Context: an optimization exercise on an open-source flow, tuned for small area and a short achievable clock period. The choices shown serve that exercise and are no tape-out recipe. The RTL was checked by simulation tests, not by an equivalence proof against the original design. No activity file was given, so power comes from the tool's default toggle rates.

## v16
// vps_engine
module vps_engine (
    input  wire        clk,
    input  wire        rst,         
    input  wire        fwd_en,
    input  wire        flush_en,
    input  wire        stall_en,
    output wire [11:0] imem_addr,
    input  wire [17:0] imem_data,
    output wire        rf_we,
    output wire [3:0]  rf_waddr,
    output wire [7:0]  rf_wdata,
    output wire        dm_we,
    output wire [7:0]  dm_addr,
    output wire [7:0]  dm_wdata,
    output wire        flag_z,
    output wire        flag_c,
    output wire        fault
);
Settings: LEC_CHECK=0, CAP_MARGIN=20, CORE_MARGIN=2, CORE_UTILIZATION=55, CTS_BUF_LIST=sky130_fd_sc_hd__clkbuf_16, CTS_CLUSTER_DIAMETER=100, CTS_CLUSTER_SIZE=25, SETUP_SLACK_MARGIN=5.0, SLEW_MARGIN=20, SYNTH_HIERARCHICAL=1, TNS_END_PERCENT=20; clock period 9.0 ns.
standard.sh (not shown) runs the stock make flow with config.mk's settings and CLKGATE_MAP_FILE= SYNTH_SCRIPT=/design/flow/synth_recipe.tcl, a recipe that flattens the netlist after the stock synthesis.
==> flow/flow/run.sh <==
#!/bin/bash
# The standard layout, with clock tree synthesis told not to add dummy
# loads (the same buffer list and clustering as config.mk asks for).
set -euo pipefail
export CTS_ARGS="-sink_clustering_enable -repair_clock_nets -dont_use_dummy_load -sink_clustering_size 25 -sink_clustering_max_diameter 100 -buf_list sky130_fd_sc_hd__clkbuf_16"
bash standard.sh > standard_flow.log 2>&1
[inputs] v42 vs v16
# v16
export LEC_CHECK = 0
export CAP_MARGIN = 20
export CORE_MARGIN = 2
export CORE_UTILIZATION = 55
export CTS_BUF_LIST = sky130_fd_sc_hd__clkbuf_16
export CTS_CLUSTER_DIAMETER = 100
export CTS_CLUSTER_SIZE = 25
export SETUP_SLACK_MARGIN = 5.0
export SLEW_MARGIN = 20
export SYNTH_HIERARCHICAL = 1
export TNS_END_PERCENT = 20
create_clock -name core_clock -period 9.0 [get_ports {clk}]
# v42
export LEC_CHECK = 0
export CAP_MARGIN = 20
export CORE_MARGIN = 2
export CORE_UTILIZATION = 65
export CTS_BUF_LIST = sky130_fd_sc_hd__clkbuf_16
export CTS_CLUSTER_DIAMETER = 100
export CTS_CLUSTER_SIZE = 25
export SETUP_SLACK_MARGIN = 5.0
export SLEW_MARGIN = 20
export SYNTH_HIERARCHICAL = 1
export TNS_END_PERCENT = 20
create_clock -name core_clock -period 9.0 [get_ports {clk}]
==> flow/run.sh (new file) <==
#!/bin/bash
# synth_recipe.tcl (not shown) runs the flow's synth.tcl, then flattens the netlist and writes it again
# the make line also repeats each setting of config.mk as NAME=value (left out here)
make -C /OpenROAD-flow-scripts/flow DESIGN_CONFIG=/design/flow/config.mk WORK_HOME=/design/flow/orfs CLKGATE_MAP_FILE= SYNTH_SCRIPT=/design/flow/synth_recipe.tcl finish
removed: flow/flow/run.sh
removed: flow/standard.sh
### Flow results
v42 finished end to end and its layout was clean on timing, DRC and antenna. When v42 is set beside v16, its total number of vias turns out to be 1.2% larger. Compared with v16, v42 shows a required arrival time at the worst endpoint that is 2400 ps lower. Compared with v16, count of non-CTS buffers in the layout in v42 decreased by more than 10%. Compared v42 vs v16, and worst setup slack is down in v42.
Setup changes, v42 to v32
# v42
export LEC_CHECK = 0
export CAP_MARGIN = 20
export CORE_MARGIN = 2
export CORE_UTILIZATION = 65
export CTS_BUF_LIST = sky130_fd_sc_hd__clkbuf_16
export CTS_CLUSTER_DIAMETER = 100
export CTS_CLUSTER_SIZE = 25
export SETUP_SLACK_MARGIN = 5.0
export SLEW_MARGIN = 20
export SYNTH_HIERARCHICAL = 1
export TNS_END_PERCENT = 20
create_clock -name core_clock -period 9.0 [get_ports {clk}]
# v32
export LEC_CHECK = 0
export CAP_MARGIN = 20
export CORE_MARGIN = 2
export CORE_UTILIZATION = 55
export CTS_BUF_LIST = sky130_fd_sc_hd__clkbuf_16
export CTS_CLUSTER_DIAMETER = 100
export CTS_CLUSTER_SIZE = 25
export SETUP_SLACK_MARGIN = 5.0
export SLEW_MARGIN = 20
export SYNTH_HIERARCHICAL = 1
export TNS_END_PERCENT = 100
create_clock -name core_clock -period 9.0 [get_ports {clk}]
Notes after the runs:
From v42 to v32 the numbers moved as follows: tap cell count rose 290, pin count of the biggest net entering global routing fell 8.9%.
Maximum operating frequency: v32 vs v42 down 1.5 MHz
v32 | stages: all done | timing, DRC, antenna: all pass
Routed wire length in v32 is 23 mm higher than in v42
Final weighted congestion of routability-driven global placement for v32: about 0.7% up relative to v42
v32 does worse than v42 on final non-filler cell area.
v32 vs. v42: clock skew moved down, worst path buffer plus inverter count +1, met1 layer usage reported by global route lower, combinational share of power increased by 0.2 points relative to the old numbers.
Inputs modified between v32 and v1:
# v32
export LEC_CHECK = 0
export CAP_MARGIN = 20
export CORE_MARGIN = 2
export CORE_UTILIZATION = 55
export CTS_BUF_LIST = sky130_fd_sc_hd__clkbuf_16
export CTS_CLUSTER_DIAMETER = 100
export CTS_CLUSTER_SIZE = 25
export SETUP_SLACK_MARGIN = 5.0
export SLEW_MARGIN = 20
export SYNTH_HIERARCHICAL = 1
export TNS_END_PERCENT = 100
create_clock -name core_clock -period 9.0 [get_ports {clk}]
# v1
export LEC_CHECK = 0
export CAP_MARGIN = 20
export CORE_MARGIN = 2
export CORE_UTILIZATION = 55
export CTS_BUF_LIST = sky130_fd_sc_hd__clkbuf_16
export CTS_CLUSTER_DIAMETER = 100
export CTS_CLUSTER_SIZE = 30
export SETUP_SLACK_MARGIN = 5.0
export SLEW_MARGIN = 20
export SYNTH_HIERARCHICAL = 1
export TNS_END_PERCENT = 20
create_clock -name core_clock -period 9.0 [get_ports {clk}]
==> comparison <==
- As far as total of endpoints with negative setup slack in the final report goes, v1 and v32 are indistinguishable; the numbers are identical.
- Against v32 as the reference, v1 delivers a lower shortest period the worst path allows.
- Total chip power, v32 and v1, lower one = v1.
- Of v32 and v1, the run reporting the lower synthesis-to-layout area growth was v1.
- Between v32 and v1, routed length per instance decreased.
- v1 ends up with lower portion of total power attributed to the clock network than v32 does.
- Routed wire length down 4.8 mm in v1 wrt v32
- v1 gives less buffer share of cell area than v32 did.


## trial 44
vps_engine, a different RTL version from the one above (not shown whole).
Size in the first run: roughly 7700 cells after synthesis, ~2300 flip-flops, ~68 I/O pins, about 87000 sq um of cells after synthesis.
make LEC_CHECK=0 CAP_MARGIN=20 CORE_MARGIN=2 CORE_UTILIZATION=40 CTS_BUF_LIST=sky130_fd_sc_hd__clkbuf_16 CTS_CLUSTER_DIAMETER=100 CTS_CLUSTER_SIZE=25 SETUP_SLACK_MARGIN=5.0 SLEW_MARGIN=20 SYNTH_HIERARCHICAL=1 TNS_END_PERCENT=50 finish   # period 9.0 ns
run.sh (not shown) runs the stock make flow with config.mk's settings and CLKGATE_MAP_FILE= SYNTH_SCRIPT=/design/flow/synth_recipe.tcl, a recipe that flattens the netlist after the stock synthesis.
Stock flow here: none of the scripts above is used.
Changes in trial 96 relative to trial 44:
- a change of TNS_END_PERCENT from 50 to 20
--- outcome ---
Summary of trial 96 over trial 44: multi-input combinational cell count now sits at about the same level, number of logic stages on the critical path including buffering now sits higher. Of trial 44 and trial 96, the run reporting the higher maximum fanout count along the critical path was trial 96. In trial 96 the synthesis-to-finish area growth turned out 0.24 points lower than in trial 44. Trial 44 → trial 96: share of the synthesized area in compound gates (AO/OA/AOI/OAI) neither gained nor lost much, final area essentially unchanged.


== job 6619 ==
Another version of the RTL of vps_engine (not shown whole).
Size: about 7,700 cells after synthesis, about 2,300 flip-flops, roughly 68 I/O pins, about 87,000 µm² of cells after synthesis.
Settings: LEC_CHECK=0, CAP_MARGIN=20, CORE_MARGIN=2, CORE_UTILIZATION=40, CTS_BUF_LIST=sky130_fd_sc_hd__clkbuf_16, CTS_CLUSTER_DIAMETER=100, CTS_CLUSTER_SIZE=25, SETUP_SLACK_MARGIN=5.0, SLEW_MARGIN=20, SYNTH_HIERARCHICAL=1, TNS_END_PERCENT=20; clock period 9.0 ns.
The inputs of job 1320 differ from those of job 6619 as listed below.
Settings: swapping 40 for 55 in CORE_UTILIZATION.
==> comparison <==
Job 6619 has higher detailed router's first-iteration violation count than job 1320. Job 1320 ended with every stage complete and zero timing, DRC or antenna violations. Job 1320 vs. job 6619: final worst hold slack went up by 0.0032 ns. Diff job 1320..job 6619 | fraction of power consumed by combinational cells | negligible.

==> re-timing with driven ports <==
The flow's constraints put no driver on any port. The routed layouts listed below were extracted and timed again, unchanged, in two steps. Step 1 sets driving cells, clkbuf_16 on the clock port and buf_2 on the other inputs (assumed; they add their load-dependent delay and slew). Step 2, shift: input delay + t, output delay - t, t = (earliest + latest rising clock arrival at the registers) / 2. This alone moves slack from input paths to output paths. Three values: ideal, step 1, step 2; two values: the first two.
| run | shift t [ns] | setup WS [ns] | hold slack, ns | latest minus earliest clock arrival (ns) | pins driven straight from the clock port |
|---|---|---|---|---|---|
| v16 | 0.836 | 4.832 / 4.555 / 3.793 | 0.461 / 0.461 / 0.461 | 0.087 / 0.087 | 1 |
| v42 | 0.852 | 4.735 / 4.445 / 3.794 | 0.458 / 0.458 / 0.458 | 0.046 / 0.046 | 1 |
| v32 | 0.863 | 4.707 / 4.380 / 3.773 | 0.456 / 0.456 / 0.456 | 0.039 / 0.039 | 1 |
| v1 | 0.847 | 4.792 / 4.466 / 3.816 | 0.462 / 0.462 / 0.462 | 0.045 / 0.045 | 1 |
| trial 44 | 0.869 | 4.659 / 4.409 / 3.768 | 0.455 / 0.455 / 0.455 | 0.050 / 0.049 | 1 |
| trial 96 | 0.869 | 4.637 / 4.397 / 3.608 | 0.456 / 0.456 / 0.456 | 0.046 / 0.046 | 1 |
| job 6619 | 0.892 | 4.779 / 4.477 / 3.796 | 0.454 / 0.454 / 0.454 | 0.046 / 0.046 | 1 |
| job 1320 | 0.860 | 4.533 / 4.350 / 3.817 | 0.458 / 0.458 / 0.458 | 0.042 / 0.042 | 1 |
After both steps setup and hold are still met in every run listed. For v16, which loses most, drivers alone change the setup slack by -0.277 ns; drivers and shift together by -1.039 ns.
